This is an optimization exercise on Yosys and OpenROAD, whose aim is small area, a short achievable clock period and few clock cycles, not a production implementation. RTL that was checked went through simulation tests only; none was proved equivalent to the original. Function not checked in run 4: the RTL went through the layout flow alone. No activity file was given, so power comes from the tool's default toggle rates.

===== flow/config.mk =====
export PLATFORM = sky130hd
export DESIGN_NAME = vm16_core
export DESIGN_NICKNAME = vm16_core
export VERILOG_FILES = /design/flow/design.v
export SDC_FILE = /design/flow/constraint.sdc
export NUM_CORES = 4
export LEC_CHECK = 0
export CAP_MARGIN = 20
export CORE_MARGIN = 2
export CORE_UTILIZATION = 40
export SETUP_SLACK_MARGIN = 4.5
export SLEW_MARGIN = 20
export TNS_END_PERCENT = 0

===== flow/constraint.sdc =====
create_clock -name core_clock -period 8.0 [get_ports {clk}]
set_input_delay 1.6000 -clock core_clock [delete_from_list [all_inputs] [get_ports {clk}]]
set_output_delay 1.6000 -clock core_clock [all_outputs]
set_load 0.01 [all_outputs]

===== flow/design.v =====
module vm16_core (
    input  wire        clk,
    input  wire        rst,         
    output reg         mem_req,
    output reg         mem_we,
    output reg  [15:0] mem_addr,
    output wire [15:0] mem_wdata,
    input  wire [15:0] mem_rdata,
    input  wire        mem_ready,
    input  wire        in_valid,
    input  wire [7:0]  in_data,
    output wire        in_ready,
    output wire        out_valid,
    output reg  [7:0]  out_data,
    input  wire        out_ready,
    output wire        halted
);
    localparam [15:0] RESET_PC = 16'h3000;
    localparam [2:0] F_POS = 3'b001, F_ZRO = 3'b010, F_NEG = 3'b100;
    localparam [3:0] OP_BR   = 4'h0, OP_ADD = 4'h1, OP_LD  = 4'h2, OP_ST   = 4'h3,
                     OP_JSR  = 4'h4, OP_AND = 4'h5, OP_LDR = 4'h6, OP_STR  = 4'h7,
                     OP_RTI  = 4'h8, OP_NOT = 4'h9, OP_LDI = 4'hA, OP_STI  = 4'hB,
                     OP_JMP  = 4'hC, OP_RES = 4'hD, OP_LEA = 4'hE, OP_TRAP = 4'hF;
    localparam [3:0] S_FETCH   = 4'b0000,  
                     S_RUN     = 4'b0001,  
                     S_IND     = 4'b0010,  
                     S_STR_RD  = 4'b0011,  
                     S_IN_WAIT = 4'b0100,  
                     S_HALTED  = 4'b0101,
                     S_STR_LO  = 4'b1000,  
                     S_STR_HI  = 4'b1001,  
                     S_IN_SP   = 4'b1010,  
                     S_IN_ECHO = 4'b1011,  
                     S_H_A     = 4'b1100,  
                     S_H_L     = 4'b1101,  
                     S_H_T     = 4'b1110,  
                     S_H_NL    = 4'b1111;  
    reg [15:0] regs [0:7];
    reg [15:0] pc;        
    reg [2:0]  cond;
    reg [3:0]  state;
    reg        run;       
    reg [15:0] ir;        
    reg        putsp;
    reg [15:0] opa, opb;
    reg        ea_c;
    reg [15:0] tgt;       
    reg        d_mem;     
    reg        d_st;      
    reg        d_long;    
    reg        d_out;     
    reg        d_getc;    
    reg        sel_ea, sel_tgt, sel_br, sel_opa;
    wire [3:0]  opcode = ir[15:12];
    wire [2:0]  dr     = ir[11:9];
    wire [7:0]  vector = ir[7:0];
    wire op_ldi  = opcode == OP_LDI;
    wire op_sti  = opcode == OP_STI;
    wire [15:0] r0_val = regs[0];
    wire [15:0] sum = opa + opb;
    reg  [9:0] base_p1, base_m1;
    integer k;
    always @(*) begin
        for (k = 0; k < 10; k = k + 1) begin
            base_p1[k] = opa[6+k] ^  (&(opa[15:6] |  ({10{1'b1}} << k)));
            base_m1[k] = opa[6+k] ^ ~(|(opa[15:6] &  ~({10{1'b1}} << k)));
        end
    end
    wire [9:0]  ea_hi = (ea_c == ir[5]) ? opa[15:6] : ea_c ? base_p1 : base_m1;
    wire [15:0] ea    = {ea_hi, opa[5:0]};
    wire taken = sel_br & ((dr & cond) != 3'b000);
    always @(*) begin
        if (sel_ea)
            mem_addr = ea;
        else if (sel_tgt | taken)
            mem_addr = tgt;
        else if (sel_opa)
            mem_addr = opa;
        else
            mem_addr = pc;
    end
    wire hi_next = putsp & (ir[15:8] != 8'h00);
    assign mem_wdata = opb;
    assign out_valid = state[3] | (run & d_out);
    assign in_ready  = (run & d_getc) | (state == S_IN_WAIT);
    assign halted    = (state == S_HALTED) | ((state == S_H_NL) & out_ready);
    always @(*) begin
        mem_req  = 1'b0;
        mem_we   = 1'b0;
        out_data = r0_val[7:0];
        case (state)
            S_FETCH:   mem_req = 1'b1;
            S_RUN: begin
                mem_req = ~d_long;
                mem_we  = d_st;
                if (vector[1:0] == 2'b11) out_data = 8'h3E;  
                if (vector[2])            out_data = 8'h48;  
            end
            S_IND: begin
                mem_req = 1'b1;
                mem_we  = op_sti;
            end
            S_STR_RD:  mem_req = 1'b1;
            S_STR_LO: begin
                mem_req  = ~hi_next;
                out_data = ir[7:0];
            end
            S_STR_HI: begin
                mem_req  = 1'b1;
                out_data = ir[15:8];
            end
            S_IN_SP:   out_data = 8'h20;
            S_IN_ECHO: mem_req = 1'b1;
            S_H_A:     out_data = 8'h41;
            S_H_L:     out_data = 8'h4C;
            S_H_T:     out_data = 8'h54;
            S_H_NL:    out_data = 8'h0A;
            default: ;
        endcase
    end
    wire stall = run & ((d_out & ~out_ready) | (d_getc & ~in_valid));
    reg        we;
    reg [2:0]  widx;
    reg [15:0] wdata;
    reg        setcc;
    always @(*) begin
        we    = 1'b0;
        widx  = dr;
        wdata = mem_rdata;
        setcc = 1'b0;
        if (run) begin
            case (opcode)
                OP_ADD: begin we = 1'b1; setcc = 1'b1; wdata = sum; end
                OP_AND: begin we = 1'b1; setcc = 1'b1; wdata = opa & opb; end
                OP_NOT: begin we = 1'b1; setcc = 1'b1; wdata = ~opa; end
                OP_LEA: begin we = 1'b1; setcc = 1'b1; wdata = tgt; end
                OP_LD, OP_LDR: begin we = 1'b1; setcc = 1'b1; end
                OP_JSR: begin we = 1'b1; widx = 3'd7; wdata = pc; end
                OP_TRAP: if (d_getc) begin
                    we = 1'b1; widx = 3'd0; wdata = {8'h00, in_data};
                end
                default: ;
            endcase
        end else if (state == S_IND) begin
            we = op_ldi; setcc = op_ldi;
        end else if (state == S_IN_WAIT) begin
            we = 1'b1; widx = 3'd0; wdata = {8'h00, in_data};
        end
    end
    wire [2:0] flags = (wdata == 16'h0000) ? F_ZRO : wdata[15] ? F_NEG : F_POS;
    wire fetch_cyc = (state == S_FETCH) | ((state == S_IN_ECHO) & out_ready) |
                     (run & ~d_mem & ~d_long & ~stall);
    wire ir_load   = fetch_cyc & mem_ready;
    reg [3:0] state_n;
    always @(*) begin
        state_n = state;
        if (fetch_cyc) begin
            state_n = mem_ready ? S_RUN : S_FETCH;
        end else begin
            case (state)
                S_RUN:
                    if (d_mem) begin
                        if (mem_ready) state_n = (op_ldi | op_sti) ? S_IND : S_FETCH;
                    end else if (d_long) begin
                        if (vector[1:0] == 2'b11) begin           
                            if (out_ready) state_n = S_IN_SP;
                        end else if (vector[0]) begin             
                            if (out_ready) state_n = S_H_A;
                        end else begin                            
                            state_n = S_STR_RD;
                        end
                    end
                S_IND:     if (mem_ready) state_n = S_FETCH;
                S_STR_RD:  if (mem_ready) state_n = (mem_rdata == 16'h0000) ? S_FETCH : S_STR_LO;
                S_STR_LO, S_STR_HI: if (out_ready) begin
                    if (state == S_STR_LO && hi_next) state_n = S_STR_HI;
                    else if (mem_ready) state_n = (mem_rdata == 16'h0000) ? S_FETCH : S_STR_LO;
                    else state_n = S_STR_RD;
                end
                S_IN_SP:   if (out_ready) state_n = S_IN_WAIT;
                S_IN_WAIT: if (in_valid)  state_n = S_IN_ECHO;
                S_H_A:     if (out_ready) state_n = S_H_L;
                S_H_L:     if (out_ready) state_n = S_H_T;
                S_H_T:     if (out_ready) state_n = S_H_NL;
                S_H_NL:    if (out_ready) state_n = S_HALTED;
                default: ;
            endcase
        end
    end
    wire [3:0]  nop    = mem_rdata[15:12];
    wire        n_trap = (nop == OP_TRAP) & (mem_rdata[7:3] == 5'b00100);
    wire [2:0]  nvec   = mem_rdata[2:0];
    wire        nb_sr  = (nop == OP_ST) | (nop == OP_STR) | (nop == OP_STI);
    wire        nimm   = mem_rdata[5] & ((nop == OP_ADD) | (nop == OP_AND));
    wire        n_ea   = (nop == OP_LDR) | (nop == OP_STR);
    wire        n_jsr  = (nop == OP_JSR);
    wire [2:0]  na_idx = mem_rdata[8:6];
    wire [2:0]  nb_idx = nb_sr ? mem_rdata[11:9] : mem_rdata[2:0];
    wire [15:0] na_val = (we && widx == na_idx) ? wdata : regs[na_idx];
    wire [15:0] nb_val = nimm ? {{11{mem_rdata[4]}}, mem_rdata[4:0]} :
                         (we && widx == nb_idx) ? wdata : regs[nb_idx];
    wire [6:0]  n_lo   = {1'b0, na_val[5:0]} + {1'b0, mem_rdata[5:0]};
    wire [15:0] n_off  = n_jsr ? {{5{mem_rdata[10]}}, mem_rdata[10:0]}
                               : {{7{mem_rdata[8]}},  mem_rdata[8:0]};
    wire [16:0] n_tgt  = {mem_addr, 1'b1} + {n_off, 1'b1};
    wire stay_run  = (state_n == S_RUN);
    wire n_use_opa = (state_n == S_IND) | (state_n == S_STR_RD) |
                     (state_n == S_STR_LO) | (state_n == S_STR_HI);
    integer i;
    always @(posedge clk) begin
        if (rst) begin
            for (i = 0; i < 8; i = i + 1)
                regs[i] <= 16'h0000;
            cond    <= 3'b000;
            pc      <= RESET_PC;
            state   <= S_FETCH;
            run     <= 1'b0;
            sel_ea  <= 1'b0;
            sel_tgt <= 1'b0;
            sel_br  <= 1'b0;
            sel_opa <= 1'b0;
        end else begin
            if (we) regs[widx] <= wdata;
            if (setcc) cond <= flags;
            state   <= state_n;
            run     <= stay_run;
            sel_ea  <= ir_load ? n_ea : (sel_ea & stay_run);
            sel_tgt <= ir_load ? ((nop == OP_LD) | (nop == OP_ST) | (nop == OP_LDI) |
                                  (nop == OP_STI) | (n_jsr & mem_rdata[11]))
                               : (sel_tgt & stay_run);
            sel_br  <= ir_load & (nop == OP_BR);
            sel_opa <= ir_load ? ((nop == OP_JMP) | (n_jsr & ~mem_rdata[11])) : n_use_opa;
            if (fetch_cyc)
                pc <= mem_addr + {15'd0, mem_ready};
            if (ir_load) begin
                ir     <= mem_rdata;
                opa    <= n_ea ? {na_val[15:6], n_lo[5:0]} : na_val;
                ea_c   <= n_lo[6];
                opb    <= nb_val;
                tgt    <= n_tgt[16:1];
                d_mem  <= n_ea | (nop == OP_LD) | (nop == OP_ST) |
                          (nop == OP_LDI) | (nop == OP_STI);
                d_st   <= (nop == OP_ST) | (nop == OP_STR);
                d_long <= n_trap & ((nvec == 3'd2) | (nvec == 3'd3) |
                                    (nvec == 3'd4) | (nvec == 3'd5));
                d_out  <= n_trap & ((nvec == 3'd1) | (nvec == 3'd3) | (nvec == 3'd5));
                d_getc <= n_trap & (nvec == 3'd0);
            end else begin
                case (state)
                    S_RUN:
                        if (d_mem) begin
                            if (mem_ready) opa <= mem_rdata;
                        end else if (d_long & ~vector[0]) begin   
                            opa   <= r0_val;
                            opb   <= 16'd1;    
                            putsp <= vector[2];
                        end
                    S_STR_RD: if (mem_ready) begin
                        ir  <= mem_rdata;
                        opa <= sum;
                    end
                    S_STR_LO, S_STR_HI:
                        if (out_ready && !(state == S_STR_LO && hi_next) && mem_ready) begin
                            ir  <= mem_rdata;
                            opa <= sum;
                        end
                    default: ;
                endcase
            end
        end
    end
endmodule

===== flow/run.sh =====
#!/bin/bash
# synth_recipe.tcl (not shown) runs the flow's synth.tcl, then flattens the netlist and writes it again
# the make line also repeats each setting of config.mk as NAME=value (left out here)
make -C /OpenROAD-flow-scripts/flow DESIGN_CONFIG=/design/flow/config.mk WORK_HOME=/design/flow/orfs CLKGATE_MAP_FILE= SYNTH_SCRIPT=/design/flow/synth_recipe.tcl finish

==> impl_metrics.json, run 1 <==
{
  "critPathLaunchType": "input port",
  "rsz0062_at_grt": "yes",
  "grt_max_degree": 41,
  "path_cells": "clkdlybuf4s15_2 -> nand3_1 -> a21oi_1 -> clkdlybuf4s50_1",
  "pwr_density_cell_nw_per_um2": 205,
  "syn2layout_area_growth_pct": 16.5,
  "max_freq_ghz": 0.230,
  "period_share_pct": 54.3,
  "fin_hold_ws_ns": 0.518,
  "multi_input_area_um2": 9110,
  "netlist_area_um2": 16000,
  "r2r_setup_slack_ns": 3.79,
  "power_switching_mw": 1.28,
  "arrival_ns": 2.75,
  "post-place-ws_ns": 2.22,
  "antenna_found_initial": 0,
  "cts_sinks": 227,
  "hpwl_um": 39500,
  "async_flop_share_pct": 0,
  "grt.total_usage_pct": 27.6,
  "numCtsBuffers": 26,
  "core_area_um2": 39600,
  "initial_core_util_pct": 40.5,
  "p_comb_share_pct": 29.6,
  "fp.dieH_um": 204,
  "ys_warn_count": 1,
  "ys.flop_type": "edfxtp_1",
  "vdd_drop_max_uv": 151,
  "hold_path_class": "reg -> reg",
  "root_buffer": "clkbuf_16",
  "grt_pass1_wl_um": 86400,
  "finalHoldViolations": 0,
  "crit_fanout": 12,
  "insertion_delay_ns": 0.58,
  "cp_top_family": "buffers and inverters",
  "slew_headroom_pct": 25.3,
  "synthDominantCellAreaShare_pct": 37.2,
  "path_class": "in -> out",
  "finClkSkew_ns": 0.0149,
  "io_buffers": 73,
  "ant_nets": 0,
  "regArea_um2": 6540,
  "die_area_um2": 41700,
  "fin_nets": 1733,
  "placed_cells": 2119,
  "drive_above_1_share_pct": 18.1,
  "clkSlewWorstSetupHoldPaths_ns": 0.06,
  "drc": 0,
  "syn_nets": 1667,
  "swShare_pct": 33.3,
  "tightestPinTransition_ns": 1.12,
  "cp_slowest_cell": "clkdlybuf4s50_1",
  "synthTopCellsByArea": "edfxtp_1, mux4_2, nor2_1",
  "antenna_cells": 0,
  "clock_path_buffers": 3,
  "gp_congestion": 0.947,
  "synth_edf_count": 199,
  "overflow": 0,
  "status": "finished clean",
  "setup_tns_ns": 0,
  "path_buf_inv": 2,
  "fp-row-count": 73,
  "crit_path_end_kind": "primary output",
  "clock_power_share_pct": 31.8,
  "ys_types": 92,
  "cts_tree": "built",
  "ys_seq_area_share_pct": 40.7,
  "wl_per_cell_um": 26.2,
  "htree_num_levels": 1,
  "yosysTopAreaCell": "edfxtp_1",
  "first_global_vias": 13400,
  "setup_violations": 0,
  "nFillCells": 3724,
  "postCtsHoldBufs": 0,
  "die_w_um": 204,
  "finalWorstSetupSlack_ns": 3.65,
  "wirelength_um": 57700,
  "avgSynthCellArea_um2": 10.1,
  "p_leak_nw": 6.85,
  "maxCapViolCount": 0,
  "critPathMaxStageDelay_ns": 0.56,
  "first_iter_violations": 1664,
  "slew_violations": 0,
  "cp.required_ns": 6.40,
  "vias_per_cell": 6.30,
  "p_seq_share_pct": 38.6,
  "postSynthCellCount": 1596,
  "min_period_ns": 4.35,
  "p_int_mw": 2.56,
  "vias": 13900,
  "pin_count": 74,
  "instances_no_fill": 2202,
  "synth_seq_cells": 227,
  "firstDrtPassIters": 5
}
path summary, 6_finish.rpt:
check | depth (start not counted) | start | end
max | 4 | out_ready | halted
min | 2 | pc[4] | pc[4]
max reg2reg | 17 | ir[9] | tgt[14]
min reg2reg | 2 | pc[4] | pc[4]
tightest hold or removal path: cells and delay by family (launching register included):
kind / cells / cell delay, ns
and+or+nand+nor: 1 / 0.10
AOI/OAI and AO/OA: 1 / 0.05
DFF: 1 / 0.32
metal layers:
layer	part of all wire (%)	global-route usage, %	vias up
met5	0	0	-
met4	3.6	8.83	0
met3	9.0	4.58	117
met2	46	44.6	742
met1	41	37.9	6877
li1	-	-	6144
final cells by class:
type,instances,area share (%)
Timing Repair Buffer,151,7.22
Inverter,50,1.04
Clock inverter,11,0.743
Multi-Input combinational cell,1206,48.7
Tap cell,525,3.51
Sequential cell,227,35.0
Clock buffer,32,3.77
logic make-up (layout without fill, tap and decap cells):
group | count (synthesis) | count (layout) | share of synthesized area [%]
and+or+nand+nor | 565 | 565 | 17.1
DFF | 227 | 227 | 40.7
adders and majority gates | 43 | 43 | 3.48
xor gates and xnor gates | 55 | 55 | 3.00
muxes | 176 | 176 | 16.3
buffers and inverters | 163 | 244 | 4.20
AOI/OAI and AO/OA | 367 | 367 | 15.2
sequential cells by signal, indices dropped and copies added, names as in the netlist, 3 cells and up:
register	cells
regs	128
opa	16
pc	16
ir	16
tgt	16
cond	3
state	4
opb	16
synth_stat cells (10+ instances only):
| cell | n |
|---|---|
| o211ai_1 | 23 |
| nor2_1 | 244 |
| inv_1 | 48 |
| a22oi_1 | 10 |
| mux2i_1 | 75 |
| nor3_1 | 25 |
| and3_1 | 21 |
| o22ai_1 | 15 |
| a211oi_1 | 18 |
| nand2_1 | 99 |
| a21oi_1 | 110 |
| xor2_1 | 15 |
| dfxtp_1 | 28 |
| or2_2 | 10 |
| clkbuf_1 | 71 |
| buf_1 | 13 |
| o21ai_0 | 64 |
| ha_1 | 39 |
| and2_1 | 10 |
| mux4_2 | 64 |
| edfxtp_1 | 199 |
| mux2_2 | 36 |
| xnor2_1 | 40 |
| buf_2 | 22 |
| o21a_1 | 10 |
| nand3_1 | 39 |
| nand2b_1 | 26 |
| nor2b_1 | 23 |
| a31oi_1 | 11 |
stage by stage:
stage	power, mW	util (%)	instance area, um2
finish	3.84	47.2	18700
global route	3.98	47.2	18700
CTS	3.82	46.9	18600
detailed placement	2.55	43.6	17300
global placement	2.54	43.6	17300
floorplan	2.20	-	16100
timing repair:
item,in CTS,in global routing
buffers inserted,34,5
pin swaps,14,6
hold endpoints to repair,0,0
gates cloned,0,1
setup endpoints to repair,361,349
resized for setup,72,19
cells in the final DEF, fill, tap and decap left out, types with 11 or more instances in the layout:
cell             netlist  final
ha_1                  39     38
o21ai_0               64     61
nor3_1                25     25
dlygate4sd2_1          0     18
and3_1                21     20
xnor2_1               40     39
mux2i_1               75     67
mux4_2                64     64
dfxtp_1               28     27
clkdlybuf4s50_1        0     48
o211ai_1              23     23
o22ai_1               15     14
a21oi_1              110     98
nand2b_1              26     22
edfxtp_1             199    199
xor2_1                15     15
a31oi_1               11     11
a211oi_1              18     18
nor2b_1               23     21
mux2_2                36     34
nor2_1               244    243
inv_1                 48     45
buf_4                  3     66
clkbuf_16              0     27
nand3_1               39     39
nand2_1               99     99
power by group through the flow:
stage	Combinational, mW	Sequential, mW	Clock (mW)
after CTS	1.11	1.48	1.23
after global routing	1.23	1.49	1.27
after global placement	1.03	1.51	0
after floorplan	0.743	1.46	0
final	1.14	1.48	1.22
after detailed placement	1.05	1.51	0
Testbench counts, summed over its fixed seeds: cycles 151,879.
==> run 2: changes to the inputs <==
--- a/flow/config.mk
+++ b/flow/config.mk
@@ -10,3 +10,3 @@
 export CORE_UTILIZATION = 40
-export SETUP_SLACK_MARGIN = 4.5
+export SETUP_SLACK_MARGIN = 4.0
 export SLEW_MARGIN = 20
==> run 2 against run 1 <==
Final area decreased by 0.30%. Flip-flop and latch count unchanged. Setup slack got worse by 0.048 ns. Sequential power about the same. Largest power group unchanged. Clock skew decreased by 0.00072 ns. Non-clock buffer count increased by 2. Worst hold slack got worse by 0.019 ns. Critical path depth increased by 4. Count of clock-buffer cells in the layout decreased by 1.
==> impl_metrics.json, run 2 <==
{
  "status": "finished clean",
  "min_period_ns": 4.40,
  "gp_congestion": 0.955,
  "ys_warn_count": 1,
  "crit_path_end_kind": "primary output",
  "cp_slowest_cell": "or4_4",
  "antenna_found_initial": 0,
  "slew_headroom_pct": 23.0,
  "pwr_density_cell_nw_per_um2": 204,
  "synth_seq_cells": 227,
  "clock_path_buffers": 3,
  "rsz0062_at_grt": "yes",
  "grt.total_usage_pct": 27.4,
  "initial_core_util_pct": 40.5,
  "die_w_um": 204,
  "largest_register_ffs": 128,
  "setup_violations": 0,
  "finClkSkew_ns": 0.0142,
  "first_iter_violations": 1455,
  "cts_sinks": 227,
  "syn_nets": 1667,
  "synthTopCellsByArea": "edfxtp_1, mux4_2, nor2_1",
  "period_share_pct": 54.9,
  "hold_path_class": "reg -> reg",
  "insertion_delay_ns": 0.58,
  "critPathMaxStageDelay_ns": 0.60,
  "fp-row-count": 73,
  "first_global_vias": 13300,
  "finalHoldViolations": 0,
  "ant_nets": 0,
  "wl_per_cell_um": 26.0,
  "drc": 0,
  "nFillCells": 3716,
  "overflow": 0,
  "root_buffer": "clkbuf_16",
  "ys_seq_area_share_pct": 40.7,
  "vias_per_cell": 6.22,
  "instances_no_fill": 2209,
  "ys.flop_type": "edfxtp_1",
  "largest-register": "regs",
  "antenna_cells": 0,
  "postCtsHoldBufs": 0,
  "synthDominantCellAreaShare_pct": 37.2,
  "grt_pass1_wl_um": 84900,
  "synth_common_cells": "nor2_1, edfxtp_1, a21oi_1",
  "cp.required_ns": 6.40,
  "wirelength_um": 57500,
  "vdd_drop_max_uv": 151,
  "netlist_area_um2": 16000,
  "critPathLaunchType": "register",
  "fin_nets": 1735,
  "avgSynthCellArea_um2": 10.1,
  "htree_num_levels": 1,
  "yosysMostFrequentCell": "nor2_1",
  "cp_top_family": "simple AND/OR/NAND/NOR gates",
  "hpwl_um": 40000,
  "syn2layout_area_growth_pct": 16.2,
  "placed_cells": 2124,
  "grt_max_degree": 41,
  "postSynthCellCount": 1596,
  "yosysTopAreaCell": "edfxtp_1",
  "slew_violations": 0,
  "path_buf_inv": 1,
  "drive_above_1_share_pct": 17.9,
  "io_buffers": 73,
  "max_freq_ghz": 0.228,
  "numCtsBuffers": 26,
  "cts_tree": "built",
  "total_power_mw": 3.81,
  "pin_count": 74,
  "fp.dieH_um": 204,
  "layout_common_cells": "nor2_1, edfxtp_1, a21oi_1, nand2_1, buf_4",
  "fin_util_pct": 47.0,
  "crit_fanout": 3,
  "async_flop_share_pct": 0,
  "clkSlewWorstSetupHoldPaths_ns": 0.06,
  "p_leak_nw": 6.85,
  "path_cells": "or4_4 -> nor4_4 -> nor2b_2 -> nor2b_1 -> o21ai_0 -> xor2_1 -> a21oi_2 -> buf_2",
  "vias": 13700,
  "ys_types": 92,
  "path_class": "reg -> out",
  "tightestPinTransition_ns": 1.15,
  "die_area_um2": 41700,
  "layout_commonest_cell": "nor2_1",
  "synth_edf_count": 199,
  "fin_hold_ws_ns": 0.499,
  "setup_tns_ns": 0,
  "core_area_um2": 39600,
  "firstDrtPassIters": 7,
  "maxCapViolCount": 0,
  "arrival_ns": 2.80
}
==> run 2: cell counts after synthesis <==
No cell type changed its count.
==> run 2: report_power, final <==
group          total [mW]  switching, mW  leakage [nW]  internal [mW]
Sequential           1.48         0.0873          2.22           1.40
Combinational        1.12          0.654          4.22          0.468
Clock                1.20          0.530         0.409          0.669
==> run 2: cell families (layout without fill, tap and decap cells) <==
logic type / Yosys count / after routing / share of synthesized area [%]
AO/OA/AOI/OAI: 367 / 367 / 15.2
XOR/XNOR: 55 / 55 / 3.00
adder cells (fa/ha/maj): 43 / 43 / 3.48
buffers and inverters: 163 / 251 / 4.20
flip-flops: 227 / 227 / 40.7
multiplexers: 176 / 176 / 16.3
AND/OR/NAND/NOR: 565 / 565 / 17.1
==> run 2: path summary, 6_finish.rpt <==
path / from / to / slack (ns) / cells after the start
min: sel_tgt / sel_tgt / 0.50 / 1
max: opa[8] / mem_addr[15] / 3.60 / 8
max reg2reg: opa[8] / cond[0] / 3.66 / 12
min reg2reg: sel_tgt / sel_tgt / 0.50 / 1
==> run 2: cell type report <==
type / instances / area (um2) / area share, %
Clock buffer: 31 / 711 / 3.81
Clock inverter: 17 / 138 / 0.738
Inverter: 50 / 193 / 1.03
Multi-Input combinational cell: 1206 / 9060 / 48.6
Sequential cell: 227 / 6540 / 35.1
Tap cell: 525 / 657 / 3.52
Timing Repair Buffer: 153 / 1340 / 7.19
==> run 2: metal layers <==
metal  GRT usage (%)  wire length (um)
met3            5.96              5000
met2            42.6             25400
met1            36.7             24100
met4            12.1              2950
met5               0                 0
==> run 2: what timing repair did <==
action | CTS | global route
gates cloned | 1 | 0
buffers inserted | 30 | 6
endpoints found under the setup margin | 229 | 227
gates resized for setup | 74 | 9
pin swaps | 13 | 2
==> run 2: through the flow <==
step / worst slack (ns) / area [um2]
finish: 3.60 / 18600
detailed placement: 2.27 / 17300
floorplan: 3.67 / 16000
global placement: 2.40 / 17300
global route: 3.49 / 18600
CTS: 3.65 / 18500
==> run 2: worst register-to-register path: cells and delay by family, from the launching register on <==
kind / cells / cell delay, ns
simple gates: 6 / 1.53
compound gates: 2 / 1.29
flops: 1 / 0.45
fa+ha+maj: 1 / 0.42
buf+inv: 2 / 0.33
xor+xnor: 1 / 0.20
==> run 3: changes to the inputs <==
==> flow/flow/run.sh (new file) <==
#!/bin/bash
# The standard layout (the standard.sh, unchanged synthesis), with the
# input and output ports buffered by buf_2 cells rather than the placer's
# default pick.  Each tool's output goes to its own log in this folder.
export BUFFER_PORTS_ARGS="-buffer_cell sky130_fd_sc_hd__buf_2"
bash standard.sh > standard.log 2>&1
status=$?
tail -5 standard.log
exit $status
==> flow/standard.sh (new file) <==
#!/bin/bash
# synth_recipe.tcl (not shown) runs the flow's synth.tcl, then flattens the netlist and writes it again
# the make line also repeats each setting of config.mk as NAME=value (left out here)
make -C /OpenROAD-flow-scripts/flow DESIGN_CONFIG=/design/flow/config.mk WORK_HOME=/design/flow/orfs CLKGATE_MAP_FILE= SYNTH_SCRIPT=/design/flow/synth_recipe.tcl "${@:-finish}"
removed: flow/run.sh
==> run 3 against run 2 <==
Final cell count decreased by 1.7%. First-iteration DRC count increased by 26%. Clock skew decreased by 0.0034 ns. Synthesized cell count unchanged. Flip-flop and latch count unchanged. Setup slack improved by 0.020 ns. Maximum frequency increased by 0.45%. Register-to-register slack improved by 0.04 ns. Wire length decreased by 1.6%. Worst hold slack improved by 0.0059 ns. Final area decreased by 3.5%. Die area unchanged. Largest cell class unchanged.
==> impl_metrics.json, run 3 <==
{
  "period_share_pct": 54.7,
  "hold_end": "sel_tgt",
  "finalHoldViolations": 0,
  "grt.total_usage_pct": 26.8,
  "yosysTopAreaCell": "edfxtp_1",
  "wirelength_um": 56600,
  "synthDominantCellAreaShare_pct": 37.2,
  "core_area_um2": 39600,
  "ant_nets": 0,
  "async_flop_share_pct": 0,
  "drc": 0,
  "min_period_ns": 4.38,
  "ys_types": 92,
  "fp.dieH_um": 204,
  "antenna_found_initial": 0,
  "ys_warn_count": 1,
  "first_iter_violations": 1840,
  "status": "finished clean",
  "largest-register": "regs",
  "die_area_um2": 41700,
  "cts_tree": "built",
  "crit_path_end_kind": "primary output",
  "rsz0062_at_grt": "yes",
  "layout_commonest_cell": "nor2_1",
  "design_area_um2": 18000,
  "min_from": "sel_tgt",
  "avgSynthCellArea_um2": 10.1,
  "vias_per_cell": 6.31,
  "fin_nets": 1700,
  "regArea_um2": 6540,
  "slew_violations": 0,
  "max_freq_ghz": 0.229,
  "synthTopCellsByArea": "edfxtp_1, mux4_2, nor2_1",
  "timing.rr.start": "ir[12]",
  "finClkSkew_ns": 0.0108,
  "root_buffer": "clkbuf_16",
  "netlist_area_um2": 16000,
  "critPathLaunchType": "register",
  "synth_edf_count": 199,
  "crit_fanout": 3,
  "hold_path_depth": 1,
  "r2r-end": "opa[5]",
  "path_class": "reg -> out",
  "nFillCells": 3765,
  "pin_count": 74,
  "slew_headroom_pct": 23.2,
  "ys_seq_area_share_pct": 40.7,
  "synth_common_cells": "nor2_1, edfxtp_1, a21oi_1",
  "instances_no_fill": 2172,
  "drive_above_1_share_pct": 19.7,
  "initial_core_util_pct": 40.5,
  "yosysMostFrequentCell": "nor2_1",
  "clkSlewWorstSetupHoldPaths_ns": 0.06,
  "clock_path_buffers": 3,
  "syn2layout_area_growth_pct": 12.1,
  "setup_violations": 0,
  "grt_pass1_wl_um": 83700,
  "syn_nets": 1667,
  "p_leak_nw": 6.65,
  "hold_path_class": "reg -> reg",
  "grt_max_degree": 41,
  "arrival_ns": 2.78,
  "antenna_cells": 0,
  "overflow": 0,
  "ys.flop_type": "edfxtp_1",
  "first_global_vias": 13300,
  "postSynthCellCount": 1596,
  "insertion_delay_ns": 0.58,
  "synth_seq_cells": 227,
  "tightestPinTransition_ns": 1.15,
  "numCtsBuffers": 26,
  "fin_util_pct": 45.4,
  "placed_cells": 2111,
  "setup_tns_ns": 0,
  "gp_congestion": 0.967,
  "maxCapViolCount": 0,
  "place_area_um2": 16900,
  "pwr_density_cell_nw_per_um2": 206,
  "vias": 13700,
  "wl_per_cell_um": 26.1,
  "die_w_um": 204,
  "reg2regPathDepth": 15,
  "multi_input_area_um2": 9060,
  "layout_common_cells": "nor2_1, edfxtp_1, a21oi_1, nand2_1, buf_2",
  "io_buffers": 73,
  "htree_num_levels": 1,
  "cp.required_ns": 6.40,
  "cts_sinks": 227,
  "vdd_drop_max_uv": 163,
  "fin_hold_ws_ns": 0.505,
  "largest_register_ffs": 128,
  "r2r_setup_slack_ns": 3.70,
  "hpwl_um": 39400,
  "fp-row-count": 73,
  "firstDrtPassIters": 6
}
[run 3: cell counts after synthesis]
No cell type changed its count.
[run 3: kinds of logic (layout without fill, tap and decap cells)]
family	Yosys count	in the layout	share of synthesized area (%)
buf+inv	163	214	4.20
xor+xnor	55	55	3.00
simple gates	565	565	17.1
fa+ha+maj	43	43	3.48
mux	176	176	16.3
flops	227	227	40.7
compound gates	367	367	15.2
[run 3: how the worst max path moves through the flow]
| stage | cells after the start | startpoint | slack, ns | end |
|---|---|---|---|---|
| final | 8 | opa[6] | 3.62 | mem_addr[15] |
| after floorplan | 13 | mem_rdata[6] | 3.67 | opa[4] |
| after global placement | 9 | mem_rdata[13] | 2.67 | opb[4] |
| after CTS | 8 | ir[12] | 3.67 | regs[3][3] |
| after global routing | 8 | opa[6] | 3.48 | mem_addr[15] |
| after detailed placement | 9 | mem_rdata[13] | 2.59 | opb[10] |
[run 3: final cells by class]
type / count / share of cell area (%)
multi-input cells: 1206 / 50.4
inverters: 50 / 1.04
clock buffers: 37 / 4.13
repair buffers: 118 / 4.05
flip-flops and latches: 227 / 36.3
well taps: 525 / 3.65
clock inverters: 9 / 0.383
[run 3: stage by stage]
| stage | power, mW | worst slack (ns) |
|---|---|---|
| finish | 3.71 | 3.62 |
| CTS | 3.69 | 3.67 |
| detailed placement | 2.51 | 2.59 |
| floorplan | 2.19 | 3.67 |
| global route | 3.86 | 3.48 |
| global placement | 2.49 | 2.67 |
[run 3: repair_timing]
action | 4_1_cts | 5_1_grt
pin swaps | 6 | 5
setup buffers | 12 | 2
hold buffers | 0 | 0
resized for setup | 38 | 15
endpoints found under the setup margin | 255 | 223
cloned | 0 | 1
[run 3: routing by layer]
layer,global-route usage [%],vias up,wire length (um)
met2,42.5,776,25700
li1,-,6078,-
met5,0,-,0
met1,36.1,6705,23000
met4,9.89,0,2310
met3,5.56,148,5540
[run 3: critical path, stage by stage (launching register included)]
cell and delay, ns:
edfxtp_1 0.48, or4_4 0.61, nor4_4 0.17, nor2b_4 0.19, nor2b_2 0.13, o21ai_1 0.08
xor2_1 0.21, a21oi_2 0.19, buf_2 0.15
[run 3: power by group]
group / internal (mW) / switching, mW / total (mW)
combinational: 0.419 / 0.642 / 1.06
sequential: 1.40 / 0.0914 / 1.49
clock: 0.647 / 0.511 / 1.16
==> run 4: changes to the inputs <==
--- a/flow/design.v
+++ b/flow/design.v
@@ -60,11 +60,9 @@
     wire [15:0] sum = opa + opb;
-    reg  [9:0] base_p1, base_m1;
+    reg  [9:0] y_p1;
     integer k;
     always @(*) begin
-        for (k = 0; k < 10; k = k + 1) begin
-            base_p1[k] = opa[6+k] ^  (&(opa[15:6] |  ({10{1'b1}} << k)));
-            base_m1[k] = opa[6+k] ^ ~(|(opa[15:6] &  ~({10{1'b1}} << k)));
-        end
-    end
-    wire [9:0]  ea_hi = (ea_c == ir[5]) ? opa[15:6] : ea_c ? base_p1 : base_m1;
+        for (k = 0; k < 10; k = k + 1)
+            y_p1[k] = opa[6+k] ^ (&(opa[15:6] | ({10{1'b1}} << k)));
+    end
+    wire [9:0]  ea_hi = ((ea_c != ir[5]) ? y_p1 : opa[15:6]) ^ {10{ir[5]}};
     wire [15:0] ea    = {ea_hi, opa[5:0]};
@@ -198,5 +196,7 @@
     wire [2:0]  nb_idx = nb_sr ? mem_rdata[11:9] : mem_rdata[2:0];
-    wire [15:0] na_val = (we && widx == na_idx) ? wdata : regs[na_idx];
+    wire        m_a    = we & (widx == mem_rdata[8:6]);
+    wire        m_b    = we & (nb_sr ? (widx == mem_rdata[11:9]) : (widx == mem_rdata[2:0]));
+    wire [15:0] na_val = m_a ? wdata : regs[na_idx];
     wire [15:0] nb_val = nimm ? {{11{mem_rdata[4]}}, mem_rdata[4:0]} :
-                         (we && widx == nb_idx) ? wdata : regs[nb_idx];
+                         m_b ? wdata : regs[nb_idx];
     wire [6:0]  n_lo   = {1'b0, na_val[5:0]} + {1'b0, mem_rdata[5:0]};
@@ -236,3 +236,3 @@
                 ir     <= mem_rdata;
-                opa    <= n_ea ? {na_val[15:6], n_lo[5:0]} : na_val;
+                opa    <= n_ea ? {na_val[15:6] ^ {10{mem_rdata[5]}}, n_lo[5:0]} : na_val;
                 ea_c   <= n_lo[6];
==> flow/run.sh (new file) <==
#!/bin/bash
# synth_recipe.tcl (not shown) runs the flow's synth.tcl, then flattens the netlist and writes it again
# the make line also repeats each setting of config.mk as NAME=value (left out here)
make -C /OpenROAD-flow-scripts/flow DESIGN_CONFIG=/design/flow/config.mk WORK_HOME=/design/flow/orfs CLKGATE_MAP_FILE= SYNTH_SCRIPT=/design/flow/synth_recipe.tcl finish
removed: flow/flow/run.sh
removed: flow/standard.sh
==> run 4 against run 3 <==
Core utilization increased by 2.3 points. First-iteration DRC count decreased by 12%. Via count increased by 2.0%. Die area increased by 1.6%. Sequential share of layout area decreased by 2.0 points. Power decreased by 2.6%. Critical path depth unchanged. Largest cell class unchanged.
==> impl_metrics.json, run 4 <==
{
  "first_global_vias": 13700,
  "crit_fanout": 6,
  "p_leak_nw": 7.19,
  "critPathLaunchType": "register",
  "rsz0062_at_grt": "yes",
  "ys.flop_type": "edfxtp_1",
  "r2r-end": "tgt[14]",
  "grt_pass1_wl_um": 87000,
  "synth_top_family_by_area": "compound AO/OA/AOI/OAI gates",
  "path_cells": "a222oi_1 -> buf_4 -> buf_4 -> o21ai_4 -> buf_6 -> and3_1 -> a221o_1 -> dlygate4sd2_1",
  "async_flop_share_pct": 0,
  "synth_seq_cells": 227,
  "layout_commonest_cell": "nor2_1",
  "netlist_area_um2": 16300,
  "path_class": "reg -> out",
  "largest_register_ffs": 128,
  "fp-row-count": 73,
  "antenna_found_initial": 0,
  "syn2layout_area_growth_pct": 16.9,
  "setup_tns_ns": 0,
  "period_share_pct": 53.9,
  "wl_per_cell_um": 25.6,
  "overflow": 0,
  "vdd_drop_max_uv": 136,
  "cp_top_family": "buffers and inverters",
  "gp_congestion": 0.972,
  "cts_sinks": 227,
  "grt_max_degree": 45,
  "startpoint": "ir[9]",
  "io_buffers": 73,
  "status": "finished clean",
  "reg2regPathDepth": 19,
  "ys_types": 90,
  "pin_count": 74,
  "synth-xor-area-share_pct": 3.22,
  "min_period_ns": 4.31,
  "numCtsBuffers": 26,
  "synth_compound_area_share_pct": 17.6,
  "timing.rr.start": "ir[9]",
  "core_area_um2": 40000,
  "clkSlewWorstSetupHoldPaths_ns": 0.06,
  "synthAdderAreaFrac_pct": 3.67,
  "path_depth": 8,
  "die_w_um": 206,
  "maxCapViolCount": 0,
  "insertion_delay_ns": 0.57,
  "fp.dieH_um": 206,
  "finClkSkew_ns": 0.0107,
  "antenna_cells": 0,
  "synthTopCellsByArea": "edfxtp_1, mux4_2, nor2_1",
  "grt.total_usage_pct": 27.3,
  "avgSynthCellArea_um2": 9.89,
  "htree_num_levels": 1,
  "cp_slowest_cell": "edfxtp_1",
  "fin_nets": 1792,
  "cp-endpoint": "mem_addr[3]",
  "hpwl_um": 41200,
  "wirelength_um": 58000,
  "slew_headroom_pct": 37.6,
  "syn_nets": 1723,
  "hold_path_class": "reg -> reg",
  "largest-register": "regs",
  "clock_path_buffers": 3,
  "first_iter_violations": 1615,
  "synthDominantCellAreaShare_pct": 36.7,
  "max_freq_ghz": 0.232,
  "die_area_um2": 42400,
  "r2r_setup_slack_ns": 3.79,
  "pwr_density_cell_nw_per_um2": 189,
  "layout_common_cells": "nor2_1, edfxtp_1, nand2_1, a21oi_1, buf_4",
  "vias": 14000,
  "yosysMostFrequentCell": "nor2_1",
  "ys_warn_count": 1,
  "postSynthCellCount": 1648,
  "crit_path_end_kind": "primary output",
  "cts_tree": "built",
  "finalHoldViolations": 0,
  "initial_core_util_pct": 40.8,
  "yosysTopAreaCell": "edfxtp_1",
  "synth_common_cells": "nor2_1, edfxtp_1, nand2_1",
  "drc": 0,
  "synthMuxAreaShare_pct": 13.9,
  "synth_edf_count": 199,
  "cpMostUsedCell": "buf_4",
  "firstDrtPassIters": 6,
  "cp.required_ns": 6.40,
  "root_buffer": "clkbuf_16",
  "drive_above_1_share_pct": 19.0,
  "slew_violations": 0,
  "yosys.area_share.simple_pct": 16.8,
  "ant_nets": 0,
  "setup_violations": 0,
  "path_buf_inv": 4,
  "vias_per_cell": 6.19,
  "critPathMaxStageDelay_ns": 0.40,
  "ys_seq_area_share_pct": 40.1,
  "fin_hold_ws_ns": 0.497,
  "arrival_ns": 2.71,
  "tightestPinTransition_ns": 0.937
}
[run 4: cell count changes after synthesis, moves of 14 or more]
| cell | before | now |
|---|---|---|
| a21oi_1 | 110 | 91 |
| a211oi_1 | 18 | 43 |
| clkbuf_1 | 71 | 85 |
| mux2_2 | 36 | 19 |
| nor2_1 | 244 | 210 |
| mux2i_1 | 75 | 60 |
| nand2_1 | 99 | 152 |
| and2_1 | 10 | 24 |
| a21oi_2 | 1 | 16 |
[run 4: logic make-up (layout without fill, tap and decap cells)]
kind of cell,count (synthesis),in the layout
fa+ha+maj,46,46
xor+xnor,60,60
simple gates,575,575
compound gates,419,419
mux,144,144
buf+inv,177,265
flops,227,227
[run 4: worst min-delay path, stage by stage (launching register included)]
cell and delay, ns:
dfxtp_1 0.31, nand2_1 0.06, o32ai_1 0.07
[run 4: per-stage QoR]
stage / std cells / area (um2) / util (%) / setup WS [ns] / power (mW)
detailed placement: 2154 / 17400 / 43.6 / 2.11 / 2.41
global placement: 2154 / 17400 / 43.6 / 2.17 / 2.39
floorplan: 1648 / 16400 / - / 3.66 / 2.10
global route: 2261 / 19100 / 47.6 / 3.63 / 3.75
CTS: 2247 / 18900 / 47.2 / 3.76 / 3.58
finish: 2261 / 19100 / 47.6 / 3.69 / 3.61
[run 4: worst min-delay path by stage]
stage	startpoint	endpoint	slack (ns)	depth (start not counted)
detailed placement	ir[2]	putsp	0.49	0
floorplan	sel_tgt	sel_tgt	0.45	2
global placement	sel_tgt	sel_tgt	0.47	2
finish	sel_tgt	sel_tgt	0.50	2
global route	ir[2]	putsp	0.53	0
CTS	sel_tgt	sel_tgt	0.50	2
[run 4: power by group]
group | internal (mW) | switching, mW | leakage, nW
sequential | 1.38 | 0.0766 | 2.22
clock | 0.632 | 0.510 | 0.381
combinational | 0.423 | 0.584 | 4.58
total | 2.44 | 1.17 | 7.19
[run 4: final cells by class]
cell class,instances,area [um2]
inverters,49,191
repair buffers,169,1520
well taps,525,657
flip-flops and latches,227,6550
fillers,3761,21000
clock buffers,36,718
clock inverters,11,92.6
multi-input cells,1244,9330
[run 4: timing repair]
action	4_1_cts	5_1_grt
gates cloned	1	0
hold buffers	0	0
gates resized for setup	110	24
pin swaps	19	9
setup buffers	45	14
endpoints found under the hold margin	0	0
endpoints found under the setup margin	217	203
[run 4: routing by layer]
| metal | up-vias | part of all wire, % | global-route usage (%) | routed length, um |
|---|---|---|---|---|
| li1 | 6316 | - | - | - |
| met1 | 6868 | 42 | 37.0 | 24500 |
| met2 | 692 | 46 | 44.7 | 26800 |
| met3 | 110 | 7.6 | 3.97 | 4430 |
| met4 | 0 | 3.9 | 9.41 | 2230 |
| met5 | - | 0 | 0 | 0 |
==> run 5: changes to the inputs <==
--- a/flow/design.v
+++ b/flow/design.v
@@ -46,3 +46,2 @@
     reg        ea_c;
-    reg [15:0] tgt;       
     reg        d_mem;     
@@ -52,3 +51,3 @@
     reg        d_getc;    
-    reg        sel_ea, sel_tgt, sel_br, sel_opa;
+    reg        sel_ea, sel_br, sel_opa;
     wire [3:0]  opcode = ir[15:12];
@@ -60,9 +59,11 @@
     wire [15:0] sum = opa + opb;
-    reg  [9:0] y_p1;
+    reg  [9:0] base_p1, base_m1;
     integer k;
     always @(*) begin
-        for (k = 0; k < 10; k = k + 1)
-            y_p1[k] = opa[6+k] ^ (&(opa[15:6] | ({10{1'b1}} << k)));
-    end
-    wire [9:0]  ea_hi = ((ea_c != ir[5]) ? y_p1 : opa[15:6]) ^ {10{ir[5]}};
+        for (k = 0; k < 10; k = k + 1) begin
+            base_p1[k] = opa[6+k] ^  (&(opa[15:6] |  ({10{1'b1}} << k)));
+            base_m1[k] = opa[6+k] ^ ~(|(opa[15:6] &  ~({10{1'b1}} << k)));
+        end
+    end
+    wire [9:0]  ea_hi = (ea_c == ir[5]) ? opa[15:6] : ea_c ? base_p1 : base_m1;
     wire [15:0] ea    = {ea_hi, opa[5:0]};
@@ -72,5 +73,3 @@
             mem_addr = ea;
-        else if (sel_tgt | taken)
-            mem_addr = tgt;
-        else if (sel_opa)
+        else if (sel_opa | taken)
             mem_addr = opa;
@@ -133,3 +132,3 @@
                 OP_NOT: begin we = 1'b1; setcc = 1'b1; wdata = ~opa; end
-                OP_LEA: begin we = 1'b1; setcc = 1'b1; wdata = tgt; end
+                OP_LEA: begin we = 1'b1; setcc = 1'b1; wdata = opa; end
                 OP_LD, OP_LDR: begin we = 1'b1; setcc = 1'b1; end
@@ -194,9 +193,9 @@
     wire        n_jsr  = (nop == OP_JSR);
+    wire        n_rel  = (nop == OP_BR) | (nop == OP_LD) | (nop == OP_ST) | (nop == OP_LDI) |
+                         (nop == OP_STI) | (nop == OP_LEA) | (n_jsr & mem_rdata[11]);
     wire [2:0]  na_idx = mem_rdata[8:6];
     wire [2:0]  nb_idx = nb_sr ? mem_rdata[11:9] : mem_rdata[2:0];
-    wire        m_a    = we & (widx == mem_rdata[8:6]);
-    wire        m_b    = we & (nb_sr ? (widx == mem_rdata[11:9]) : (widx == mem_rdata[2:0]));
-    wire [15:0] na_val = m_a ? wdata : regs[na_idx];
+    wire [15:0] na_val = (we && widx == na_idx) ? wdata : regs[na_idx];
     wire [15:0] nb_val = nimm ? {{11{mem_rdata[4]}}, mem_rdata[4:0]} :
-                         m_b ? wdata : regs[nb_idx];
+                         (we && widx == nb_idx) ? wdata : regs[nb_idx];
     wire [6:0]  n_lo   = {1'b0, na_val[5:0]} + {1'b0, mem_rdata[5:0]};
@@ -218,3 +217,2 @@
             sel_ea  <= 1'b0;
-            sel_tgt <= 1'b0;
             sel_br  <= 1'b0;
@@ -227,7 +225,6 @@
             sel_ea  <= ir_load ? n_ea : (sel_ea & stay_run);
-            sel_tgt <= ir_load ? ((nop == OP_LD) | (nop == OP_ST) | (nop == OP_LDI) |
-                                  (nop == OP_STI) | (n_jsr & mem_rdata[11]))
-                               : (sel_tgt & stay_run);
             sel_br  <= ir_load & (nop == OP_BR);
-            sel_opa <= ir_load ? ((nop == OP_JMP) | (n_jsr & ~mem_rdata[11])) : n_use_opa;
+            sel_opa <= ir_load ? ((nop == OP_JMP) | n_jsr | (nop == OP_LD) | (nop == OP_ST) |
+                                  (nop == OP_LDI) | (nop == OP_STI))
+                               : (n_use_opa | (sel_opa & stay_run));
             if (fetch_cyc)
@@ -236,6 +233,6 @@
                 ir     <= mem_rdata;
-                opa    <= n_ea ? {na_val[15:6] ^ {10{mem_rdata[5]}}, n_lo[5:0]} : na_val;
+                opa    <= n_rel ? n_tgt[16:1] :
+                          n_ea  ? {na_val[15:6], n_lo[5:0]} : na_val;
                 ea_c   <= n_lo[6];
                 opb    <= nb_val;
-                tgt    <= n_tgt[16:1];
                 d_mem  <= n_ea | (nop == OP_LD) | (nop == OP_ST) |
==> flow/flow/run.sh (new file) <==
#!/bin/bash
# The standard layout (the standard.sh, unchanged synthesis), with the
# input and output ports buffered by buf_2 cells rather than the placer's
# default pick.  Each tool's output goes to its own log in this folder.
export BUFFER_PORTS_ARGS="-buffer_cell sky130_fd_sc_hd__buf_2"
bash standard.sh > standard.log 2>&1
status=$?
tail -5 standard.log
exit $status
==> flow/standard.sh (new file) <==
#!/bin/bash
# synth_recipe.tcl (not shown) runs the flow's synth.tcl, then flattens the netlist and writes it again
# the make line also repeats each setting of config.mk as NAME=value (left out here)
make -C /OpenROAD-flow-scripts/flow DESIGN_CONFIG=/design/flow/config.mk WORK_HOME=/design/flow/orfs CLKGATE_MAP_FILE= SYNTH_SCRIPT=/design/flow/synth_recipe.tcl "${@:-finish}"
removed: flow/run.sh
==> run 5 against run 4 <==
First-iteration DRC count rose by 7.2%. Global-route usage rose by 1.3 points. Wire length rose by 2.2%. Critical path depth did not move. Flip-flop and latch count fell by 17. Synthesized cell count rose by 8.5%. Register-to-register slack improved by 0.12 ns. Area after synthesis fell by 2.8%. Worst hold slack got worse by 0.0093 ns. Die area fell by 2.7%. Clock power rose by 13%. Largest cell class unchanged.
==> impl_metrics.json, run 5 <==
{
  "finClkSkew_ns": 0.0345,
  "synthTopCellsByArea": "edfxtp_1, nor2_1, nand2_1",
  "reg2regPathDepth": 19,
  "vias_per_cell": 6.30,
  "synthDominantCellAreaShare_pct": 34.7,
  "ys_types": 92,
  "yosysTopAreaCell": "edfxtp_1",
  "rsz0062_at_grt": "yes",
  "syn2layout_area_growth_pct": 16.0,
  "p_leak_nw": 7.05,
  "finalHoldViolations": 0,
  "netlist_area_um2": 15900,
  "hold_path_class": "reg -> reg",
  "design_area_um2": 18400,
  "numCtsBuffers": 26,
  "largest_register_ffs": 128,
  "grt_pass1_wl_um": 89900,
  "antenna_found_initial": 0,
  "die_area_um2": 41200,
  "fp-row-count": 72,
  "htree_num_levels": 1,
  "clkSlewWorstSetupHoldPaths_ns": 0.06,
  "wl_per_cell_um": 25.0,
  "io_buffers": 73,
  "insertion_delay_ns": 0.59,
  "layout_common_cells": "nor2_1, nand2_1, edfxtp_1, a21oi_1, o21ai_0",
  "grt.total_usage_pct": 28.5,
  "async_flop_share_pct": 0,
  "root_buffer": "clkbuf_16",
  "fin_nets": 1908,
  "cts_sinks": 210,
  "setup_tns_ns": 0,
  "setup_violations": 0,
  "antenna_cells": 0,
  "fp.dieH_um": 203,
  "grt_max_degree": 68,
  "yosysMostFrequentCell": "nor2_1",
  "tightestPinTransition_ns": 0.952,
  "critPathLaunchType": "register",
  "ant_nets": 0,
  "cp.required_ns": 6.40,
  "drc": 0,
  "synth_edf_count": 183,
  "fin_util_pct": 47.2,
  "cts_tree": "built",
  "vdd_drop_max_uv": 165,
  "crit_path_end_kind": "primary output",
  "max_freq_ghz": 0.237,
  "min_period_ns": 4.23,
  "startpoint": "ir[11]",
  "place_area_um2": 16600,
  "pin_count": 74,
  "postCtsHoldBufs": 0,
  "avgSynthCellArea_um2": 8.86,
  "wirelength_um": 59200,
  "period_share_pct": 52.8,
  "core_area_um2": 38900,
  "crit_fanout": 5,
  "min_from": "cond[0]",
  "vias": 14900,
  "ys_warn_count": 1,
  "pwr_density_cell_nw_per_um2": 305,
  "timing.rr.start": "state[3]",
  "initial_core_util_pct": 40.7,
  "postSynthCellCount": 1788,
  "firstDrtPassIters": 6,
  "synth_seq_cells": 210,
  "drive_above_1_share_pct": 18.7,
  "overflow": 0,
  "layout_commonest_cell": "nor2_1",
  "gp_congestion": 0.960,
  "slew_headroom_pct": 36.6,
  "slew_violations": 0,
  "path_class": "reg -> out",
  "arrival_ns": 2.63,
  "status": "finished clean",
  "clock_path_buffers": 3,
  "first_iter_violations": 1731,
  "ys.flop_type": "edfxtp_1",
  "synth_common_cells": "nor2_1, nand2_1, edfxtp_1",
  "hold_path_depth": 2,
  "maxCapViolCount": 0,
  "first_global_vias": 14400,
  "syn_nets": 1860,
  "ys_seq_area_share_pct": 38.1,
  "die_w_um": 203,
  "largest-register": "regs",
  "hpwl_um": 40400,
  "fin_hold_ws_ns": 0.488
}
==> run 5: layer usage <==
| layer | share of wire (%) | global-route usage (%) | vias up |
|---|---|---|---|
| li1 | - | - | 6736 |
| met3 | 9.4 | 4.93 | 139 |
| met2 | 45 | 44.3 | 792 |
| met1 | 42 | 39.8 | 7280 |
| met4 | 4.0 | 11.0 | 0 |
| met5 | 0 | 0 | - |
==> run 5: cells by family (layout without fill, tap and decap cells) <==
| family | count (synthesis) | in the layout | synth area share (%) |
|---|---|---|---|
| flops | 210 | 210 | 38.1 |
| mux | 115 | 115 | 10.1 |
| simple gates | 732 | 732 | 21.5 |
| fa+ha+maj | 43 | 43 | 3.54 |
| xor+xnor | 47 | 47 | 2.60 |
| buf+inv | 198 | 263 | 5.03 |
| compound gates | 443 | 444 | 19.2 |
==> run 5: worst paths after layout <==
path                       end  slack, ns
hold reg to reg        cond[0]       0.49
setup reg to reg        opa[4]       3.91
setup / recovery  mem_addr[12]       3.77
hold / removal         cond[0]       0.49
==> run 5: critical path: stages (launching register included) <==
cell and delay (ns):
edfxtp_1 0.44, a222oi_1 0.36, buf_4 0.22, buf_6 0.11, o21ai_4 0.07, buf_6 0.15, mux2i_2 0.15, a221oi_2 0.35
buf_2 0.19
==> run 5: repair_timing <==
action / 4_1_cts / 5_1_grt
resized for setup: 55 / 34
setup buffers: 39 / 9
pin swaps: 12 / 11
gates cloned: 5 / 0
endpoints found under the setup margin: 126 / 112
==> run 5: power breakdown <==
| part | total [mW] | internal, mW | switching, mW |
|---|---|---|---|
| Sequential | 1.55 | 1.39 | 0.167 |
| Clock | 1.29 | 0.787 | 0.503 |
| Combinational | 2.76 | 1.05 | 1.71 |
| Total | 5.60 | 3.22 | 2.38 |
==> run 5: area by class of cell <==
class,instances,area [um2]
clock inverters,18,263
flip-flops and latches,210,6040
well taps,518,648
clock buffers,28,658
repair buffers,164,1260
multi-input cells,1381,9310
fillers,3766,20500
repair inverters,1,5.00
inverters,52,201
==> run 5: stage by stage <==
step / power, mW / instances / setup WS [ns]
after floorplan: 3.27 / 1788 / 3.61
after global placement: 4.02 / 2272 / 2.35
after detailed placement: 4.05 / 2273 / 2.24
after CTS: 5.50 / 2363 / 3.82
after global routing: 5.89 / 2372 / 3.71
final: 5.60 / 2372 / 3.77
Testbench counts of run 5, summed over its fixed seeds: cycles 151,879.
==> run 6: changes to the inputs <==
--- a/flow/config.mk
+++ b/flow/config.mk
@@ -7,5 +7,6 @@
 export LEC_CHECK = 0
+export ABC_AREA = 1
 export CAP_MARGIN = 20
 export CORE_MARGIN = 2
-export CORE_UTILIZATION = 40
+export CORE_UTILIZATION = 55
 export SETUP_SLACK_MARGIN = 4.0
==> run 6 against run 5 <==
Count of clock-buffer cells in the layout stayed put. Maximum frequency is 5.2% higher. Critical path type is now in -> reg. Area after synthesis is 0.82% higher. Clock power is about 10% lower. Register-to-register slack better by 0.21 ns. Synthesized cell count is 28% higher. Clock skew is 0.0070 ns lower. Die area is 26% lower. Still clean. Power is 14% higher. Sequential share of layout area is 0.53 points higher. Via count is 15% higher.
==> impl_metrics.json, run 6 <==
{
  "grt.total_usage_pct": 39.9,
  "layout_common_cells": "nand2_1, nor2_1, inv_1, edfxtp_1, o21ai_0",
  "crit_fanout": 6,
  "core_area_um2": 28600,
  "critPathLaunchType": "input port",
  "arrival_ns": 4.31,
  "largest_register_ffs": 128,
  "first_iter_violations": 2889,
  "synthDominantCellAreaShare_pct": 34.4,
  "root_buffer": "clkbuf_16",
  "yosysTopAreaCell": "edfxtp_1",
  "die_area_um2": 30400,
  "overflow": 0,
  "ys_types": 58,
  "largest-register": "regs",
  "synth_seq_cells": 210,
  "status": "finished clean",
  "setup_tns_ns": 0,
  "syn_nets": 2364,
  "multi_input_area_um2": 8710,
  "cpMostUsedCell": "nand2_1",
  "synth_common_cells": "nand2_1, nor2_1, inv_1",
  "avgSynthCellArea_um2": 6.97,
  "antenna_cells": 0,
  "slew_violations": 0,
  "clock_path_buffers": 3,
  "synthTopCellsByArea": "edfxtp_1, nand2_1, nor2_1",
  "syn2layout_area_growth_pct": 13.3,
  "path_class": "in -> reg",
  "tightestPinTransition_ns": 0.861,
  "cts_sinks": 210,
  "timing.rr.start": "state[2]",
  "finalHoldViolations": 0,
  "hold_path_class": "reg -> reg",
  "vdd_drop_max_uv": 200,
  "grt_max_degree": 66,
  "netlist_area_um2": 16000,
  "min_period_ns": 4.02,
  "slew_headroom_pct": 42.5,
  "maxCapViolCount": 0,
  "placed_cells": 2663,
  "drc": 0,
  "period_share_pct": 50.2,
  "pwr_density_cell_nw_per_um2": 351,
  "postCtsHoldBufs": 0,
  "gp_congestion": 1.01,
  "antenna_found_initial": 0,
  "critPathMaxStageDelay_ns": 0.37,
  "yosysMostFrequentCell": "nand2_1",
  "cp_slowest_cell": "ha_1",
  "min_from": "cond[0]",
  "wirelength_um": 63000,
  "io_buffers": 73,
  "wl_per_cell_um": 22.9,
  "total_power_mw": 6.36,
  "ys_warn_count": 1,
  "async_flop_share_pct": 0,
  "pin_count": 74,
  "layout_commonest_cell": "nand2_1",
  "path_cells": "buf_2 -> inv_1 -> nor2_1 -> nand2_1 -> o21ai_2 -> inv_2 -> ha_1 -> a21o_1 -> a221oi_1 -> o21ai_0 -> a31oi_1 -> nand3_1 -> nand3_1 -> nand2_1 -> nand2_1 -> nand2_1",
  "startpoint": "mem_rdata[14]",
  "htree_num_levels": 1,
  "max_freq_ghz": 0.249,
  "vias_per_cell": 6.24,
  "die_w_um": 174,
  "crit_path_end_kind": "register",
  "fin_nets": 2427,
  "synth_edf_count": 183,
  "rsz0062_at_grt": "yes",
  "first_global_vias": 15800,
  "ys_seq_area_share_pct": 37.8,
  "p_leak_nw": 8.03,
  "cp.required_ns": 8.30,
  "instances_no_fill": 2756,
  "fp-row-count": 62,
  "hpwl_um": 44600,
  "initial_core_util_pct": 55.8,
  "vias": 17200,
  "insertion_delay_ns": 0.56,
  "regArea_um2": 6040,
  "setup_violations": 0,
  "drive_above_1_share_pct": 12.1,
  "fp.dieH_um": 174,
  "firstDrtPassIters": 6,
  "nFillCells": 2655,
  "clkSlewWorstSetupHoldPaths_ns": 0.06,
  "ys.flop_type": "edfxtp_1",
  "postSynthCellCount": 2292,
  "path_buf_inv": 3,
  "numCtsBuffers": 24,
  "finClkSkew_ns": 0.0274,
  "ant_nets": 0,
  "cts_tree": "built",
  "grt_pass1_wl_um": 93400,
  "cp_top_family": "compound AO/OA/AOI/OAI gates"
}
run 6: changes by cell type after synthesis, moves of 52 or more:
cell | previous run | this run
nand2_1 | 229 | 555
inv_1 | 49 | 242
nor2_1 | 246 | 359
o21ai_0 | 80 | 190
nand3_1 | 58 | 139
clkbuf_1 | 110 | 50
mux2i_1 | 52 | 0
run 6: kinds of logic (layout without fill, tap and decap cells):
family / after synthesis / count (layout) / share of synthesized area, %
simple gates: 1137 / 1139 / 29.3
xor+xnor: 17 / 17 / 0.932
buf+inv: 363 / 441 / 9.14
fa+ha+maj: 43 / 43 / 3.51
flops: 210 / 210 / 37.8
compound gates: 522 / 522 / 19.3
run 6: worst paths after layout:
path / to / slack, ns / depth (start not counted)
min reg2reg: cond[0] / 0.47 / 2
max: opa[15] / 3.98 / 16
min: cond[0] / 0.47 / 2
max reg2reg: opa[5] / 4.12 / 24
run 6: through the flow:
stage	hold slack, ns	worst slack, ns	area [um2]	utilization (%)
4_1_cts	0.470	3.82	17500	61.3
6_report	0.468	3.98	18100	63.2
3_5_place_dp	0.461	2.30	16500	57.6
3_3_place_gp	0.453	2.44	16500	57.6
2_1_floorplan	0.439	3.67	16000	-
5_1_grt	0.491	3.89	18100	63.2
run 6: tightest hold or removal path, cell delays in order (launching register included):
cell,delay [ns]
dfxtp_1,0.31
nand2_1,0.06
a21oi_1,0.06
run 6: power breakdown:
group / internal [mW] / total [mW] / switching [mW]
combinational: 1.07 / 3.49 / 2.42
clock: 0.682 / 1.16 / 0.479
sequential: 1.47 / 1.71 / 0.242
total: 3.22 / 6.36 / 3.14
run 6: cell type report:
| type | count | area share (%) |
|---|---|---|
| Multi-Input combinational cell | 1721 | 48.1 |
| Sequential cell | 210 | 33.4 |
| Timing Repair Buffer | 139 | 5.74 |
| Inverter | 258 | 5.58 |
| Clock buffer | 28 | 3.40 |
| Tap cell | 384 | 2.65 |
| Clock inverter | 15 | 1.08 |
| Timing Repair inverter | 1 | 0.0276 |
run 6: per-layer routing:
metal	global-route usage (%)	share of wire (%)	up-vias
met5	0	0	-
met2	63.6	45	1141
li1	-	-	7839
met1	52.9	38	7985
met4	19.7	6.3	0
met3	6.69	11	232
run 6: timing repair:
item,4_1_cts,5_1_grt
gates cloned,3,3
setup endpoints to repair,131,97
buffers inserted,9,35
resized for setup,29,78
pin swaps,3,12
==> run 7: changes to the inputs <==
--- a/flow/config.mk
+++ b/flow/config.mk
@@ -10,4 +10,4 @@
 export CORE_MARGIN = 2
-export CORE_UTILIZATION = 55
-export SETUP_SLACK_MARGIN = 4.0
+export CORE_UTILIZATION = 40
+export SETUP_SLACK_MARGIN = 4.6
 export SLEW_MARGIN = 20
==> run 7 against run 6 <==
Die area grew 37%. Sequential power hardly changed. Sequential share of layout area fell by 1.3 points. Synthesized cell count unchanged. Register-to-register slack improved by 0.06 ns. Flip-flop and latch count unchanged. Global-route usage is 8.2 points lower. Worst hold slack improved by 0.0032 ns. Non-clock buffer count up 25.
==> impl_metrics.json, run 7 <==
{
  "p_seq_share_pct": 25.2,
  "largest-register": "regs",
  "p_comb_share_pct": 55.4,
  "tightestPinTransition_ns": 1.04,
  "root_buffer": "clkbuf_16",
  "crit_path_end_kind": "primary output",
  "gp_congestion": 1.01,
  "p_int_mw": 3.43,
  "wirelength_um": 68000,
  "p_leak_nw": 8.24,
  "die_w_um": 204,
  "path_cells": "buf_4 -> buf_6 -> buf_4 -> nand4_1 -> o21ai_2 -> nand2_1 -> nand2_1 -> nand3_1 -> nand2_2 -> inv_2 -> buf_2",
  "antenna_found_initial": 2,
  "slew_headroom_pct": 30.3,
  "netlist_area_um2": 16000,
  "timing.rr.start": "state[1]",
  "crit_fanout": 6,
  "clkSlewWorstSetupHoldPaths_ns": 0.06,
  "postCtsHoldBufs": 0,
  "ys_types": 58,
  "synthDominantCellAreaShare_pct": 34.4,
  "avgSynthCellArea_um2": 6.97,
  "clock_power_share_pct": 19.4,
  "synth_common_cells": "nand2_1, nor2_1, inv_1",
  "status": "finished clean",
  "clock_path_buffers": 3,
  "power_switching_mw": 3.27,
  "r2r_setup_slack_ns": 4.18,
  "min_period_ns": 3.93,
  "finalWorstSetupSlack_ns": 4.07,
  "largest_register_ffs": 128,
  "pin_count": 74,
  "insertion_delay_ns": 0.56,
  "path_depth": 11,
  "cp.required_ns": 6.40,
  "hpwl_um": 47800,
  "ys.flop_type": "edfxtp_1",
  "htree_num_levels": 1,
  "hold_path_class": "reg -> reg",
  "vias_per_cell": 5.86,
  "drc": 0,
  "initial_core_util_pct": 40.4,
  "first_global_vias": 16000,
  "cp_top_family": "buffers and inverters",
  "postSynthCellCount": 2292,
  "path_buf_inv": 5,
  "ys_warn_count": 1,
  "yosysMostFrequentCell": "nand2_1",
  "cts_tree": "built",
  "cp_slowest_cell": "edfxtp_1",
  "setup_tns_ns": 0,
  "ant_nets": 0,
  "slew_violations": 0,
  "finalHoldViolations": 0,
  "drive_above_1_share_pct": 15.4,
  "overflow": 0,
  "max_freq_ghz": 0.255,
  "firstDrtPassIters": 5,
  "setup_violations": 0,
  "synthTopCellsByArea": "edfxtp_1, nand2_1, nor2_1",
  "vias": 17200,
  "period_share_pct": 49.1,
  "layout_common_cells": "nand2_1, nor2_1, inv_1, edfxtp_1, o21ai_0",
  "arrival_ns": 2.33,
  "fin_nets": 2455,
  "critPathMaxStageDelay_ns": 0.53,
  "cts_sinks": 210,
  "numCtsBuffers": 25,
  "fp-row-count": 73,
  "syn2layout_area_growth_pct": 17.7,
  "grt_max_degree": 66,
  "r2r-end": "regs[2][10]",
  "rsz0062_at_grt": "yes",
  "reg2regPathDepth": 10,
  "pwr_density_cell_nw_per_um2": 356,
  "synth_edf_count": 183,
  "grt_pass1_wl_um": 99300,
  "vdd_drop_max_uv": 182,
  "critPathLaunchType": "register",
  "io_buffers": 73,
  "wl_per_cell_um": 23.2,
  "grt.total_usage_pct": 31.8,
  "cp-endpoint": "mem_addr[9]",
  "syn_nets": 2364,
  "path_class": "reg -> out",
  "async_flop_share_pct": 0,
  "synth_seq_cells": 210,
  "core_area_um2": 39500,
  "swShare_pct": 48.9,
  "layout_commonest_cell": "nand2_1",
  "ys_seq_area_share_pct": 37.8,
  "post-place-ws_ns": 2.34,
  "die_area_um2": 41600,
  "yosysTopAreaCell": "edfxtp_1",
  "maxCapViolCount": 0,
  "startpoint": "opa[6]",
  "first_iter_violations": 2036,
  "fp.dieH_um": 204,
  "finClkSkew_ns": 0.0126,
  "antenna_cells": 0
}
[run 7: worst min path at each step]
stage / start / end / slack [ns] / depth (start not counted)
after floorplan: cond[0] / cond[0] / 0.44 / 2
after global placement: cond[0] / cond[0] / 0.46 / 2
after detailed placement: cond[2] / cond[2] / 0.46 / 2
after CTS: cond[2] / cond[2] / 0.47 / 2
after global routing: cond[0] / cond[0] / 0.50 / 2
final: cond[2] / cond[2] / 0.47 / 2
[run 7: cell families (layout without fill, tap and decap cells)]
kind of cell	count (synthesis)	count (layout)	share of synthesized area, %
compound gates	522	522	19.3
simple gates	1137	1142	29.3
fa+ha+maj	43	43	3.51
flops	210	210	37.8
buf+inv	363	468	9.14
xor+xnor	17	17	0.932
[run 7: tightest hold or removal path, cell delays in order, from the launching register on]
cell and delay, ns:
dfxtp_1 0.31, nand2_1 0.06, a21oi_1 0.06
[run 7: layer usage]
metal | wire (um) | track usage, % | vias to the layer above
met5 | 26 | 0 | -
met4 | 3420 | 14.6 | 4
met3 | 6640 | 5.53 | 190
met2 | 30200 | 50.3 | 971
met1 | 27800 | 42.4 | 8079
li1 | - | - | 7916
[run 7: layout make-up]
cell class | count | area, um2
sequential | 210 | 6040
inverter | 258 | 1030
fill | 3994 | 20700
timing repair buffer | 164 | 1270
tap | 525 | 657
clock buffer | 33 | 717
multi-input combinational | 1724 | 8890
clock inverter | 13 | 209
[run 7: repair_timing]
action | in CTS | in global routing
buffers inserted | 51 | 17
gates cloned | 5 | 3
pin swaps | 24 | 23
resized for setup | 110 | 53
setup endpoints to repair | 298 | 254
[run 7: power by group through the flow]
stage                     logic (mW)  registers (mW)  clock network, mW
after detailed placement        3.18            1.73                  0
final                           3.71            1.69               1.30
after global placement          3.16            1.73                  0
after global routing            4.04            1.70               1.35
after floorplan                 2.24            1.60                  0
after CTS                       3.53            1.67               1.31
[run 7: metrics by stage]
step           hold slack (ns)  util (%)  std cells  area, um2  total power, mW
2_1_floorplan            0.439         -       2292      16100             3.84
5_1_grt                  0.498      47.6       2927      18800             7.08
6_report                 0.472      47.6       2927      18800             6.70
3_3_place_gp             0.456      42.3       2805      16700             4.89
3_5_place_dp             0.465      42.3       2805      16700             4.91
4_1_cts                  0.473      46.6       2907      18400             6.51

Re-timed with assumed drivers on the ports (clkbuf_16 on the clock, buf_2 on other inputs), run 7 has 4.021 ns of setup slack against 4.074 ns with ideal ports, and 3.578 ns once port delays also move by the mid clock arrival of 0.611 ns.
